This is an optimization exercise on Yosys and OpenROAD, whose aim is small area, a short achievable clock period and few clock cycles, not a production implementation. Function was checked by simulation only, so behaviour that the tests miss may differ from the original. No driver is modelled on the clock port, so clocking that relies on it looks cheaper here than on a real chip.

main:
==> flow/design.v (excerpt) <==
module sbi_monitor (
    input  wire         clk,
    input  wire         rst,
    input  wire         svc_start,
    output wire         svc_ready,
    output wire         svc_done,
    output wire         svc_pending,
    output wire         svc_err,
    output wire         mem_req,
    output wire         mem_we,
    output wire         mem_batch,
    output wire [3:0]   mem_word,
    output wire [31:0]  mem_wdata,
    input  wire         mem_ack,
    input  wire         mem_ok,
    input  wire [255:0] mem_rdata,
    output wire         fatal,
    output wire         rst_req_valid,
    output wire [31:0]  rst_req_type,
    output wire [31:0]  rst_req_reason,
    output wire         ev_valid,
    output wire [1:0]   ev_kind,
    output wire [4:0]   ev_len,
    output wire [127:0] ev_line
);
==> flow/config.mk <==
export PLATFORM = sky130hd
export DESIGN_NAME = sbi_monitor
export DESIGN_NICKNAME = sbi_monitor
export VERILOG_FILES = /design/flow/design.v
export SDC_FILE = /design/flow/constraint.sdc
export NUM_CORES = 4
export LEC_CHECK = 0
export ABC_CLOCK_PERIOD_IN_PS = 2000
export CAP_MARGIN = 20
export CORE_MARGIN = 2
export CORE_UTILIZATION = 40
export SLEW_MARGIN = 20
==> flow/constraint.sdc <==
create_clock -name core_clock -period 10.0 [get_ports {clk}]
set_input_delay 2.0000 -clock core_clock [delete_from_list [all_inputs] [get_ports {clk}]]
set_output_delay 2.0000 -clock core_clock [all_outputs]
set_load 0.01 [all_outputs]
standard.sh (not shown) runs the stock make flow with config.mk's settings and CLKGATE_MAP_FILE= SYNTH_SCRIPT=/design/flow/synth_recipe.tcl, a recipe that flattens the netlist after the stock synthesis.
==> flow/flow/run.sh <==
#!/bin/bash
# Standard layout, with the smallest buffer on every port, and timing repair
# aiming at 6.8 ns of setup slack.
set -euo pipefail
bash standard.sh "BUFFER_PORTS_ARGS=-buffer_cell sky130_fd_sc_hd__buf_1" SETUP_SLACK_MARGIN=6.8 finish > standard.log 2>&1
Testbench counts of main, summed over its fixed seeds: cycles 6,880.
Changes in the feature branch relative to main:
Settings: CTS_BUF_LIST now sky130_fd_sc_hd__clkbuf_4 sky130_fd_sc_hd__clkbuf_8, previously not set.
==> flow/flow/run.sh <==
#!/bin/bash
# Standard layout, with the smallest buffer on every port.
set -euo pipefail
bash standard.sh "BUFFER_PORTS_ARGS=-buffer_cell sky130_fd_sc_hd__buf_1" finish > standard.log 2>&1
==> comparison <==
Post-route worst setup slack came out lower on the feature branch than on main. | arithmetic-cell share of the synthesized area counting full adders, half adders and majority gates | main vs the feature branch | ≈ equal |. Per the comparison of the feature branch with main, number of nets in the final layout +4; cell count +1.6%; global-route usage -0.20 points; first-pass GRT wire length ~0 delta.

red:
The RTL this note starts from:
==> flow/design.v <==
module sbi_monitor (
    input  wire         clk,
    input  wire         rst,
    input  wire         svc_start,
    output wire         svc_ready,
    output wire         svc_done,
    output wire         svc_pending,
    output wire         svc_err,
    output wire         mem_req,
    output wire         mem_we,
    output wire         mem_batch,
    output wire [3:0]   mem_word,
    output wire [31:0]  mem_wdata,
    input  wire         mem_ack,
    input  wire         mem_ok,
    input  wire [255:0] mem_rdata,
    output wire         fatal,
    output wire         rst_req_valid,
    output wire [31:0]  rst_req_type,
    output wire [31:0]  rst_req_reason,
    output wire         ev_valid,
    output wire [1:0]   ev_kind,
    output wire [4:0]   ev_len,
    output wire [127:0] ev_line
);
    localparam [31:0] EID_CONSOLE = 32'h0000_0001;
    localparam [31:0] EID_BASE    = 32'h0000_0010;
    localparam [31:0] EID_SRST    = 32'h5352_5354;
    localparam [7:0]  NEWLINE     = 8'h0A;
    reg s_poll, s_read, s_werr, s_wval, s_clr, s_done;
    reg req_q, we_q, w0_q, w3_q, rdy_q;
    reg [1:0] retry;
    reg fatal_q, pend_q, err_q;
    reg c_putc;        
    reg c_nl;          
    reg c_rst;         
    reg c_f1;          
    reg c_v24;         
    reg c_f2;          
    reg c_f3;          
    reg c_f6;          
    reg [7:0]  c_chr;  
    reg [63:0] stg;    
    reg wd_e;          
    reg wd_f1;         
    reg wd_24;         
    reg [7:0] wd_lo;   
    reg [127:0] lb;
    reg [4:0]   len;
    reg         w_pend;    
    reg         nl_pend;   
    reg         r_pend;    
    reg         rv_q;
    reg [31:0]  rt_q, rr_q;
    reg         ev_v;
    reg [1:0]   ev_k;
    wire [31:0] r_eid = mem_rdata[31:0];
    wire [31:0] r_fid = mem_rdata[63:32];
    wire [31:0] r_a0  = mem_rdata[95:64];
    wire fid_hi0  = (r_fid[31:3] == 29'd0);
    wire fid0     = fid_hi0 && (r_fid[2:0] == 3'd0);
    wire is_base  = (r_eid == EID_BASE);
    wire d_putc   = (r_eid == EID_CONSOLE) && fid0;
    wire d_rst    = (r_eid == EID_SRST) && fid0;
    wire d_base   = is_base && fid_hi0 && (r_fid[2:0] != 3'd7);
    wire d_uns    = !(d_putc || d_rst || d_base);
    wire bf0      = is_base && fid0;
    wire bf1      = is_base && fid_hi0 && (r_fid[2:0] == 3'd1);
    wire bf2      = is_base && fid_hi0 && (r_fid[2:0] == 3'd2);
    wire bf3      = is_base && fid_hi0 && (r_fid[2:0] == 3'd3);
    wire bf6      = is_base && fid_hi0 && (r_fid[2:0] == 3'd6);
    wire probe = (stg[31:0] == EID_BASE) || (stg[31:0] == EID_CONSOLE) ||
                 (stg[31:0] == EID_SRST);
    wire [7:0] val_lo = ({8{c_putc}} & c_chr) |
                        {5'd0, c_f2, c_f2, c_f2 | c_f6 | (c_f3 & probe)};
    assign svc_ready   = rdy_q;
    assign svc_done    = s_done;
    assign svc_pending = pend_q;
    assign svc_err     = err_q;
    assign mem_req   = req_q;
    assign mem_we    = we_q;
    assign mem_batch = s_read;
    assign mem_word  = {w3_q, 1'b0, s_wval, w0_q};
    assign mem_wdata = {wd_e,  wd_f1, wd_e,  wd_e,  wd_e,  wd_f1, wd_f1, wd_24,
                        wd_e,  wd_f1, wd_e,  wd_e,  wd_e,  wd_f1, wd_e,  wd_e,
                        wd_e,  wd_f1, wd_e,  wd_e,  wd_f1, wd_f1, wd_e,  wd_f1,
                        wd_lo};
    assign fatal          = fatal_q;
    assign rst_req_valid  = rv_q;
    assign rst_req_type   = rt_q;
    assign rst_req_reason = rr_q;
    assign ev_valid = ev_v;
    assign ev_kind  = ev_k;
    assign ev_len   = len;
    assign ev_line  = {lb[127:64], stg};
    wire start     = svc_start && rdy_q;
    wire poll_nz   = (mem_rdata[31:0] != 32'd0);
    wire fail      = mem_ack && !mem_ok && req_q;
    wire last_fail = fail && (retry == 2'd3);
    wire commit    = s_clr && mem_ack && mem_ok;
    wire fin       = fail || commit || (s_poll && mem_ack && mem_ok && !poll_nz);
    wire adv_read  = s_poll && mem_ack && mem_ok && poll_nz;
    wire adv_werr  = s_read && mem_ack && mem_ok;
    wire adv_wval  = s_werr && mem_ack && mem_ok;
    wire adv_clr   = s_wval && mem_ack && mem_ok;
    integer k;
    always @(posedge clk) begin
        if (rst) begin
            s_poll  <= 1'b0;
            s_read  <= 1'b0;
            s_werr  <= 1'b0;
            s_wval  <= 1'b0;
            s_clr   <= 1'b0;
            s_done  <= 1'b0;
            req_q   <= 1'b0;
            we_q    <= 1'b0;
            w0_q    <= 1'b0;
            w3_q    <= 1'b0;
            rdy_q   <= 1'b1;
            retry   <= 2'd0;
            fatal_q <= 1'b0;
            rv_q    <= 1'b0;
            ev_v    <= 1'b0;
            w_pend  <= 1'b0;
            nl_pend <= 1'b0;
            r_pend  <= 1'b0;
            len     <= 5'd0;
        end else begin
            s_poll <= start || (s_poll && !mem_ack);
            s_read <= adv_read || (s_read && !mem_ack);
            s_werr <= adv_werr || (s_werr && !mem_ack);
            s_wval <= adv_wval || (s_wval && !mem_ack);
            s_clr  <= adv_clr || (s_clr && !mem_ack);
            s_done <= fin;
            req_q  <= start || (req_q && !fin);
            we_q   <= adv_werr || (we_q && !fin);
            w0_q   <= adv_read || adv_werr || ((s_read || s_werr) && !mem_ack);
            w3_q   <= adv_werr || adv_wval || ((s_werr || s_wval) && !mem_ack);
            if (start) begin
                rdy_q  <= 1'b0;
                pend_q <= 1'b0;
                err_q  <= 1'b0;
            end
            if (fin)
                rdy_q <= !last_fail;
            if (s_poll && mem_ack)
                pend_q <= mem_ok && poll_nz;
            if (fail) begin
                err_q <= 1'b1;
                retry <= retry + 2'd1;
            end else if (fin) begin
                retry <= 2'd0;
            end
            if (last_fail)
                fatal_q <= 1'b1;
            ev_v    <= last_fail || (commit && ((c_putc && (c_nl || len[4])) || c_rst));
            w_pend  <= commit && c_putc && !c_nl;
            nl_pend <= commit && c_putc && c_nl;
            r_pend  <= commit && c_rst;
            if (last_fail)
                ev_k <= 2'd2;
            else if (commit)
                ev_k <= {1'b0, c_rst};
            if (nl_pend)
                len <= 5'd0;
            else if (w_pend)
                len <= len[4] ? 5'd1 : len + 5'd1;
            if (r_pend)
                rv_q <= 1'b1;
        end
        if (s_read) begin
            wd_e  <= d_uns;
            wd_f1 <= d_uns;
            wd_24 <= d_uns;
            wd_lo <= {{7{d_uns}}, 1'b0};
        end else if (s_werr) begin
            if (mem_ack) begin
                wd_e  <= 1'b0;
                wd_f1 <= c_f1;
                wd_24 <= c_v24;
                wd_lo <= val_lo;
            end
        end else if (!s_wval || mem_ack) begin
            wd_e  <= 1'b0;
            wd_f1 <= 1'b0;
            wd_24 <= 1'b0;
            wd_lo <= 8'd0;
        end
        if (s_read) begin
            stg    <= mem_rdata[127:64];
            c_chr  <= r_a0[7:0];
            c_putc <= d_putc;
            c_nl   <= (r_a0[7:0] == NEWLINE);
            c_rst  <= d_rst;
            c_f1   <= bf1;
            c_v24  <= bf0 || bf1;
            c_f2   <= bf2;
            c_f3   <= bf3;
            c_f6   <= bf6;
        end else if (s_clr && c_putc) begin
            stg <= lb[63:0];
        end
        for (k = 0; k < 16; k = k + 1)
            if (w_pend && len[3:0] == k)
                lb[8*k +: 8] <= c_chr;
        if (r_pend) begin
            rt_q <= stg[31:0];
            rr_q <= stg[63:32];
        end
    end
endmodule
export LEC_CHECK = 0
export ABC_CLOCK_PERIOD_IN_PS = 2000
export CAP_MARGIN = 20
export CORE_MARGIN = 2
export CORE_UTILIZATION = 40
export SLEW_MARGIN = 20
create_clock -name core_clock -period 10.0 [get_ports {clk}]
==> flow/flow/run.sh <==
#!/bin/bash
# Standard layout, with the smallest buffer on every port, port buffers kept
# as they are, and timing repair aiming at 7 ns of setup slack.
set -euo pipefail
F=$(pwd)/flow
bash standard.sh "BUFFER_PORTS_ARGS=-buffer_cell sky130_fd_sc_hd__buf_1" SETUP_SLACK_MARGIN=7 \
  PRE_CTS_TCL=$F/keep_ports.tcl PRE_GLOBAL_ROUTE_TCL=$F/keep_ports.tcl finish > standard.log 2>&1
==> flow/flow/keep_ports.tcl <==
# Keep the port buffers as placed: timing repair may not resize or move them.
foreach inst [get_cells -quiet {input* output*}] {
  set_dont_touch $inst
}
puts "dont_touch on [llength [get_cells -quiet {input* output*}]] port buffers"
Flow for red halted at 4_1_cts, error code RSZ-3006.
Testbench counts of red, summed over its fixed seeds: cycles 6,880.
Here is what was changed in the inputs of blue compared with red.
Settings: ABC_CLOCK_PERIOD_IN_PS no longer set, was 2000.
==> flow/flow/run.sh <==
#!/bin/bash
# Standard layout, with the smallest buffer on every port, and timing repair
# aiming at 7 ns of setup slack.
set -euo pipefail
bash standard.sh "BUFFER_PORTS_ARGS=-buffer_cell sky130_fd_sc_hd__buf_1" SETUP_SLACK_MARGIN=7 finish > standard.log 2>&1
removed: flow/flow/keep_ports.tcl
==> run notes <==
Looking at the reports, blue completed the entire flow and the layout it produced met the timing, design-rule and antenna checks. As far as gate count of the mapped netlist goes, blue and red are indistinguishable; the numbers are identical. Diff red..blue | number of I/O pins | unchanged. For basic-gate share of the synthesized area counting and, or, nand and nor cells, blue and red come out practically identical. Re post-synthesis xor/xnor area fraction: no difference whatsoever between blue and red. Comparing blue with red, the clock net sink count came out essentially unchanged. From blue to red, cell area after technology mapping did not move at all. Re distinct cell type count after synthesis: no difference whatsoever between blue and red.
#### Input delta (green over blue)
Settings: an added ABC_CLOCK_PERIOD_IN_PS of 2000; an added CTS_CLUSTER_SIZE of 30; an added CTS_CLUSTER_DIAMETER of 80.
==> flow/flow/run.sh <==
#!/bin/bash
# Standard layout, with the smallest buffer on every port, and timing repair
# aiming at 6.8 ns of setup slack.
set -euo pipefail
bash standard.sh "BUFFER_PORTS_ARGS=-buffer_cell sky130_fd_sc_hd__buf_1" SETUP_SLACK_MARGIN=6.8 finish > standard.log 2>&1
[summary]
Both conditions hold for green: the flow ran to the end and the final layout passed the timing, design-rule and antenna checks.
Looking at the reports, blue completed the entire flow and the layout it produced met the timing, design-rule and antenna checks.
Delta (green minus blue): post-route clock period utilization increased 0.20 points; minimum setup slack in the final design has decreased; routed wire length has decreased; wire length on met3 went down 47 um; non-clock buffer area fraction after layout lower.
Shortest clock period the worst path allows after layout (green over blue): increase, 0.020 ns
green: H-tree depth is 1 lower than what blue reported.
Taking blue as 1.0, green lands at 0.813 on total power.
#### Input delta (orange over green)
Settings: clearing CTS_CLUSTER_DIAMETER, which used to be 80; clearing CTS_CLUSTER_SIZE, which used to be 30.
==> flow/flow/run.sh <==
#!/bin/bash
# Standard layout, with the smallest buffer on every port.
set -euo pipefail
bash standard.sh "BUFFER_PORTS_ARGS=-buffer_cell sky130_fd_sc_hd__buf_1" finish > standard.log 2>&1
--- outcome ---
- Comparing green and orange, the lower clock-buffer cell count was measured on green.
- Relative area of clock buffers and inverters in the final design sits higher in orange than in green.
- orange vs green on met2 usage in global routing: orange is the lower one.
- On final worst clock skew, green and orange are basically level.
- Cell count up 1.1% in orange wrt green
- Taking green as the reference, in orange number of cells on the worst reg-to-reg path fell 1, via count rose 56, worst hold margin fell 0.0068 ns, growth of design area from synthesis to finish rose 1.8 points, vias per cell about even.
- Comparing green and orange, the higher final estimated routing congestion in global placement was measured on green.

-- re-timing with driven ports --
The flow's constraints put no driver on any port. The routed layouts listed below were extracted and timed again, unchanged, in two steps. Step 1 sets driving cells, clkbuf_16 on the clock port and buf_2 on the other inputs (assumed; they add their load-dependent delay and slew). Step 2 times the ports against the registers' clock, not the clock port: input delays grow and output delays shrink by t, the midpoint of the rising clock arrivals with the driver on. Slacks: no drivers / after step 1 / after step 2; pairs: no drivers / after step 1.
run	shift t [ns]	setup WS [ns]	slew at the worst register clock pin (ns)
main	0.544	6.806 / 6.759 / 6.404	0.06 / 0.06
the feature branch	0.597	6.543 / 6.502 / 6.063	0.07 / 0.07
blue	0.534	6.820 / 6.773 / 6.317	0.06 / 0.06
green	0.538	6.800 / 6.755 / 6.416	0.11 / 0.11
orange	0.591	6.543 / 6.497 / 6.108	0.06 / 0.06
After both steps setup and hold are still met in every run listed. For blue, which loses most, drivers alone change the setup slack by -0.047 ns; drivers and shift together by -0.503 ns.
